This is an optimization exercise on Yosys and OpenROAD, whose aim is small area, a short achievable clock period and few clock cycles, not a production implementation.
The RTL was checked by simulation tests, not by an equivalence proof against the original design.
Power figures rest on the tool's default switching activity, not on a simulated workload.

==> flow/design.v (excerpt) <==
module ulz_comp #(
    parameter W = 8
) (
    input  wire        clk,
    input  wire        rst,         
    input  wire        start,       
    input  wire [15:0] in_len,      
    input  wire [15:0] out_cap,     
    output wire        ready,
    output reg         done,        
    output reg         ok,          
    output reg  [15:0] result,      
    output reg         in_re,
    output reg  [15:0] in_addr,
    input  wire [7:0]  in_rdata,
    output reg         out_we,
    output reg  [15:0] out_waddr,
    output reg  [7:0]  out_wdata,
    output reg         out_re,
    output reg  [15:0] out_raddr,
    input  wire [7:0]  out_rdata
);
    localparam S_IDLE   = 5'd0;
    localparam S_HDR    = 5'd1;    
    localparam S_INIT   = 5'd2;    
    localparam S_STEP   = 5'd3;    
    localparam S_SKIP   = 5'd4;    
    localparam S_FB_RD  = 5'd5;    
    localparam S_FB_CMP = 5'd6;
    localparam S_FB_X1  = 5'd7;    
    localparam S_FB_X2  = 5'd8;    
    localparam S_FB_X3  = 5'd9;    
    localparam S_FB_CND = 5'd10;
    localparam S_END    = 5'd11;   
    localparam S_END2   = 5'd12;   
    localparam S_FLUSH  = 5'd13;   
    localparam S_MV     = 5'd14;   
    localparam S_OK     = 5'd15;
    localparam S_FAIL   = 5'd16;
    localparam S_FB_G   = 5'd17;   
    localparam S_FB_U   = 5'd18;   
    reg [4:0]  state;
    reg [15:0] n;
    reg [15:0] cap;
    reg [15:0] leb_v;
    reg [16:0] tau;                 
    reg [15:0] c;                   
    reg [15:0] ls;                  
    reg [2:0]  off;                 
  ...
make LEC_CHECK=0 CAP_MARGIN=20 CORE_MARGIN=2 CORE_UTILIZATION=45 SETUP_SLACK_MARGIN=4 SLEW_MARGIN=20 finish   # period 10.0 ns
run.sh (not shown) runs the stock make flow with config.mk's settings and CLKGATE_MAP_FILE= SYNTH_SCRIPT=/design/flow/synth_recipe.tcl, a recipe that flattens the netlist after the stock synthesis.
Testbench counts at the start, summed over its fixed seeds: cycles 2,658,608.
Then changed:
--- a/flow/design.v
+++ b/flow/design.v
@@ -581,17 +581,26 @@
                 end else begin
                     state <= S_FB_CND;
                 end
             end
             S_FB_CND: begin
                 fdq   <= fb_d;
                 fz    <= zbits(fb_d - 16'd1);
                 fcg   <= cgain(fbk);
-                state <= S_FB_G;
+                if (fbk >= 16'd2)
+                    state <= S_FB_G;
+                else if (fbp == 17'd0) begin
+                    fb_done <= 1'b1;
+                    state   <= S_STEP;
+                end else begin
+                    fbp   <= fbp - 17'd1;
+                    fba   <= fbp[15:0] - 16'd1;
+                    state <= S_FB_RD;
+                end
             end
             S_FB_G: begin
                 fgt   <= ({1'b0, fcg} > {1'b0, bg} + {16'd0, fz});
                 state <= S_FB_U;
             end
             S_FB_U: begin
                 if (fbp == 17'd0) begin
                     fb_done <= 1'b1;
Result:
- power goes up by 5.4%
- count of clock-buffer cells in the layout climbs by 5
- routed wire length rose by 3.1%
- synthesized area went up by 1.3%
- non-clock buffer count fell by 2
- hold slack gets better by 21 ps
- fmax barely changes
Testbench counts after the change, summed over its fixed seeds: cycles 2,525,660.

--- another note on this design; it stands on its own ---

Design ulz_comp, start of the top module:
module ulz_comp #(
    parameter W = 8
) (
    input  wire        clk,
    input  wire        rst,         
    input  wire        start,       
    input  wire [15:0] in_len,      
    input  wire [15:0] out_cap,     
    output wire        ready,
    output reg         done,        
    output reg         ok,          
    output reg  [15:0] result,      
    output reg         in_re,
    output reg  [15:0] in_addr,
    input  wire [7:0]  in_rdata,
    output reg         out_we,
    output reg  [15:0] out_waddr,
    output reg  [7:0]  out_wdata,
    output reg         out_re,
    output reg  [15:0] out_raddr,
    input  wire [7:0]  out_rdata
);
make LEC_CHECK=0 CAP_MARGIN=20 CORE_MARGIN=2 CORE_UTILIZATION=45 SETUP_SLACK_MARGIN=5 SLEW_MARGIN=20 finish   # period 10.0 ns
run.sh (not shown) runs the stock make flow with config.mk's settings and CLKGATE_MAP_FILE= SYNTH_SCRIPT=/design/flow/synth_recipe.tcl, a recipe that flattens the netlist after the stock synthesis.
The baseline passed the timing, DRC and antenna checks.
Testbench counts at the start, summed over its fixed seeds: cycles 2,525,660.
Next try:
ABC_CLOCK_PERIOD_IN_PS = 4000   (was unset)
Effect: The changed run produced a clean layout. First-iteration DRC count is unchanged. Clock-buffer cell count is unchanged. Sequential power hardly moves. Setup slack stays the same. Non-clock buffer count does not change. Area after synthesis is unchanged. Design area is unchanged.

what the ideal ports hide:
The flow's constraints put no driver on any port. The routed layouts listed below were extracted and timed again, unchanged, in two steps.
Step 1 assumes that a clkbuf_16 drives the clock port and a buf_2 every other input.
Step 2 times the ports against the registers' clock, not the clock port: input delays grow and output delays shrink by t, the midpoint of the rising clock arrivals with the driver on.
Slacks: ideal / step 1 / step 2; pairs: ideal / step 1.
run	shift t [ns]	setup WS [ns]	slew at the worst register clock pin (ns)	pins driven straight from the clock port
the first run of note 1	0.761	4.130 / 4.056 / 4.215	0.07 / 0.07	1
the second run of note 1	0.752	4.112 / 4.037 / 3.922	0.07 / 0.07	1
the first run of note 2	0.770	4.800 / 4.800 / 4.487	0.07 / 0.07	1
the second run of note 2	0.770	4.800 / 4.800 / 4.487	0.07 / 0.07	1
After both steps every run listed still meets setup and hold.
